Source: an optimization exercise on an open RTL-to-GDS flow (aim: small area and a short achievable clock period). Production flows keep margins and buffers that such runs may drop. Only simulation tests tie the RTL to the original design; equivalence was not proved. The flow treats the clock pin as an ideal source, which a real chip does not have.

// fixed_point_field_packer
module fixed_point_field_packer #(
    parameter W_REGION = 4
) (
    input  wire                clk,
    input  wire                rst,           
    input  wire                req_valid,
    input  wire [31:0]         cmd,
    input  wire [63:0]         a,
    input  wire [63:0]         b,
    input  wire [63:0]         f_pt,
    input  wire [63:0]         f_eta,
    input  wire [63:0]         f_phi,
    input  wire [63:0]         f_hoe,
    input  wire [63:0]         f_hoeflag,
    input  wire [63:0]         f_iso,
    input  wire [63:0]         f_isoflag,
    input  wire [63:0]         f_fb,
    input  wire [63:0]         f_timing,
    input  wire [63:0]         f_shapeflag,
    input  wire [63:0]         f_brems,
    input  wire [W_REGION-1:0] f_region,
    output reg                 rsp_valid,
    output reg                 o_illegal,
    output wire [63:0]         o_word,
    output wire [W_REGION-1:0] o_region,
    output wire [64:0]         o_ival,
    output reg                 o_sign,
    output wire [63:0]         o_mag,
    output wire                o_ok,
    output wire [31:0]         o_fval,
    output wire [11:0]         d_pt,
    output wire [31:0]         d_ptfloat,
    output wire [15:0]         d_eta,
    output wire [15:0]         d_phi,
    output wire [15:0]         d_etatc,
    output wire [15:0]         d_phitc,
    output wire                d_etasign,
    output wire                d_phisign,
    output wire [6:0]          d_etamag,
  ...
Size in the first run: ~5,000 cells after synthesis, roughly 110 flip-flops, ~1,400 I/O pins, roughly 27,000 µm² of cells after synthesis.
Settings: LEC_CHECK=0, ABC_AREA=1, CAP_MARGIN=20, CORE_AREA=2.3 2.72 431.02 429.76, DIE_AREA=0 0 433.33 433.33, PLACE_DENSITY=0.35, SLEW_MARGIN=20, TNS_END_PERCENT=20; clock period 180.0 ns.
standard.sh (not shown) runs the stock make flow with config.mk's settings and CLKGATE_MAP_FILE= SYNTH_SCRIPT=/design/flow/synth_recipe.tcl, a recipe that flattens the netlist after the stock synthesis.
==> flow/flow/run.sh <==
#!/bin/bash
# Own layout flow: the standard flow, except
#  - technology mapping by ABC without its blanket up-sizing (flow/abc_area.script),
#  - the smallest buffer cell on the input and output ports,
#  - timing repair aiming at a shorter period than the clock's, so that only
#    the critical paths get larger cells.
# Each tool's output goes to a log of its own in this folder.
set -euo pipefail
here=$(pwd)
margin=130
rm -rf "$here/scripts_own"
cp -r "$FLOW_HOME/scripts" "$here/scripts_own"
cp "$here/flow/abc_area.script" "$here/scripts_own/abc_area.script"
bash standard.sh SCRIPTS_DIR="$here/scripts_own" synth > "$here/synth.log" 2>&1
bash standard.sh "BUFFER_PORTS_ARGS=-buffer_cell sky130_fd_sc_hd__buf_1" \
    "SETUP_SLACK_MARGIN=$margin" "PRE_CTS_TCL=$here/flow/pre_cts.tcl" "POST_CTS_TCL=$here/flow/post_cts.tcl" finish > "$here/layout.log" 2>&1
==> flow/flow/abc_area.script <==
strash
dch
map -B 0.9
topo
stime -c
==> flow/flow/post_cts.tcl <==
set_max_fanout 10000 [current_design]
==> flow/flow/pre_cts.tcl <==
set_max_fanout 8 [current_design]
Rerun with:
--- a/flow/design.v
+++ b/flow/design.v
@@ -30,16 +30,28 @@
             if (ssel)            zn = {z[5:0], 1'b1};
             else if (xb & c)     zn = 7'h7F;
             else                 zn = ~t7;
             r = rn; z = zn;
         end
         r_out = r;
     end
 endmodule
+module fpfp_divtail (
+    input  wire [7:0] r_in,     
+    input  wire [2:0] h,
+    output wire [1:0] q,        
+    output wire       nz        
+);
+    wire t1 = r_in > 8'd32;
+    wire t2 = r_in > 8'd64;
+    wire t3 = (r_in > 8'd96) & (h[2] | h[1]);
+    assign q  = {t2, t3 | (t1 & ~t2)};
+    assign nz = (|r_in) & (|h);
+endmodule
 module fpfp_divconst (
     input  wire [2:0] h,
     output wire [7:0] inj,
     output wire [6:0] t7
 );
     genvar i;
     generate
         for (i = 0; i < 8; i = i + 1) begin : g_inj
@@ -950,17 +962,17 @@
     output wire [W_REGION-1:0] d_region,
     output wire [31:0]         e_hwpt,
     output wire [15:0]         e_hweta,
     output wire [15:0]         e_hwphi,
     output wire                e_isembigger,
     output wire [2:0]          e_hoecode,
     output wire [31:0]         e_hwempt
 );
-    localparam KDIV = 7;    
+    localparam KDIV = 8;    
     localparam OP_EXTU  = 5'h00, OP_EXTSM = 5'h01, OP_EXTTC = 5'h02,
                OP_PACKU = 5'h03, OP_SMENC = 5'h04, OP_SMDEC = 5'h05,
                OP_ENCPF = 5'h08, OP_ENCV1 = 5'h09, OP_ENCV2 = 5'h0A,
                OP_ENCV3 = 5'h0B, OP_DECPF = 5'h0C, OP_DECV1 = 5'h0D,
                OP_DECV2 = 5'h0E, OP_DECV3 = 5'h0F, OP_CHKPF = 5'h10,
                OP_CHKV1 = 5'h11, OP_CHKV2 = 5'h12, OP_CHKV3 = 5'h13,
                OP_ZERO  = 5'h14, OP_FRAC  = 5'h18, OP_SPLIT = 5'h19,
                OP_EMUEM = 5'h1A, OP_EMUHD = 5'h1B;
@@ -1173,21 +1185,23 @@
     wire [7:0]  fe_q  = f_emu ? pt_exp : A[30:23];
     wire        fs_q  = ~f_emu & A[31];
     wire [7:0]  inj_q;
     wire [6:0]  t7_q;
     fpfp_divconst u_dc_q (.h(r_h), .inj(inj_q), .t7(t7_q));
     wire [7:0]  r_f;
     wire [25:0] zq;
     wire [25:0] x_q = {fm_q, 2'b00};
-    fpfp_divrows #(.HI(KDIV-1), .LO(0)) u_rows_q (
-        .r_in(r_rem), .x(x_q[KDIV-1:0]), .inj(inj_q), .t7(t7_q),
-        .r_out(r_f), .q(zq[KDIV-1:0])
+    fpfp_divrows #(.HI(KDIV-1), .LO(2)) u_rows_q (
+        .r_in(r_rem), .x(x_q[KDIV-1:2]), .inj(inj_q), .t7(t7_q),
+        .r_out(r_f), .q(zq[KDIV-1:2])
     );
+    wire        f_nz;
+    fpfp_divtail u_tail (.r_in(r_f), .h(r_h), .q(zq[1:0]), .nz(f_nz));
     assign zq[25:KDIV] = r_q;
     wire [31:0] fr_y;
     fpfp_frac_fin u_fin (
         .s(fs_q), .e(fe_q), .M(fm_q), .h(r_h), .sub(r_sub),
-        .Z(zq), .nz(|r_f), .y(fr_y)
+        .Z(zq), .nz(f_nz), .y(fr_y)
     );
     assign o_fval   = fr_y;
     assign e_hwempt = fr_y;
 endmodule
=>
- The changed run finished clean
- synthesized cell count shrinks by about 0.9%
- fmax rose by 0.56%
- die area is unchanged
- critical path depth shrinks by 2
- routed wire length drops by about 3%
- sequential cell count came out lower by 1
- cell area goes down by about 2%
- setup slack improves by 270 ps
- first-iteration DRC count came out lower by about 13%

---

oak:
fixed_point_field_packer, a different RTL version from the one above (not shown whole).
For scale: ~5000 cells after synthesis, ~1400 I/O pins, about 0.027 mm2 of cells after synthesis.
==> flow/config.mk <==
export PLATFORM = sky130hd
export DESIGN_NAME = fixed_point_field_packer
export DESIGN_NICKNAME = fixed_point_field_packer
export VERILOG_FILES = /design/flow/design.v
export SDC_FILE = /design/flow/constraint.sdc
export NUM_CORES = 4
export LEC_CHECK = 0
export ABC_AREA = 1
export CAP_MARGIN = 20
export CORE_AREA = 2.3 2.72 431.02 429.76
export DIE_AREA = 0 0 433.33 433.33
export PLACE_DENSITY = 0.35
export SLEW_MARGIN = 20
export TNS_END_PERCENT = 20
==> flow/constraint.sdc <==
create_clock -name core_clock -period 180.0 [get_ports {clk}]
set_input_delay 36.0000 -clock core_clock [delete_from_list [all_inputs] [get_ports {clk}]]
set_output_delay 36.0000 -clock core_clock [all_outputs]
set_load 0.01 [all_outputs]
Scripts as last shown in full above: flow/flow/run.sh, flow/flow/abc_area.script, flow/flow/post_cts.tcl, flow/flow/pre_cts.tcl
The following lists how pine was set up differently from oak:
--- a/flow/design.v
+++ b/flow/design.v
@@ -1230,13 +1230,13 @@
     output wire [15:0]         e_hweta,
     output wire [15:0]         e_hwphi,
     output wire                e_isembigger,
     output wire [2:0]          e_hoecode,
     output wire [31:0]         e_hwempt
 );
-    localparam KDIV = 7;    
+    localparam KDIV = 8;    
     localparam OP_EXTU  = 5'h00, OP_EXTSM = 5'h01, OP_EXTTC = 5'h02,
                OP_PACKU = 5'h03, OP_SMENC = 5'h04, OP_SMDEC = 5'h05,
                OP_ENCPF = 5'h08, OP_ENCV1 = 5'h09, OP_ENCV2 = 5'h0A,
                OP_ENCV3 = 5'h0B, OP_DECPF = 5'h0C, OP_DECV1 = 5'h0D,
                OP_DECV2 = 5'h0E, OP_DECV3 = 5'h0F, OP_CHKPF = 5'h10,
                OP_CHKV1 = 5'h11, OP_CHKV2 = 5'h12, OP_CHKV3 = 5'h13,
Findings:
Critical path launch point: r_h[1] -> oak, cmd[0] -> pine. Comparing met3 wirelength from detailed routing for pine and oak, the smaller number came from oak. Status: final cell count parity (pine, oak). Against oak, pine reports a detailed route wirelength on metal2 that is lower.

what the ideal ports hide:
No port has a modelled driver above. Below, the same layouts with a new extraction and two added sets of constraints.
Step 1 assumes that a clkbuf_16 drives the clock port and a buf_2 every other input.
Step 2 adds t to the input delays and takes it off the output delays; t is the mean of the earliest and latest rising clock arrival at the registers after step 1. Input paths then give back, and output paths get back, about the clock's delay inside the block.
Three values: ideal ports, drivers, drivers and shift; two values: the first two.
| run | shift t [ns] | setup WS [ns] | hold WS [ns] | worst register clock-pin slew, ns | worst data-port slew with drivers (ns) |
|---|---|---|---|---|---|
| the first run of note 1 | 0.544 | 130.982 / 130.987 / 130.443 | 35.616 / 35.583 / 36.128 | 0.10 / 0.10 | 0.20 |
| the second run of note 1 | 0.528 | 131.253 / 131.216 / 130.687 | 35.640 / 35.666 / 36.195 | 0.09 / 0.09 | 0.19 |
| oak | 0.530 | 131.203 / 131.132 / 130.853 | 35.640 / 35.604 / 36.134 | 0.08 / 0.08 | 0.17 |
| pine | 0.534 | 131.040 / 131.053 / 130.519 | 35.631 / 35.613 / 36.147 | 0.08 / 0.08 | 0.20 |
After both steps every run listed still meets setup and hold. For the second run of note 1, which loses most, drivers alone change the setup slack by -0.037 ns; drivers and shift together by -0.566 ns.
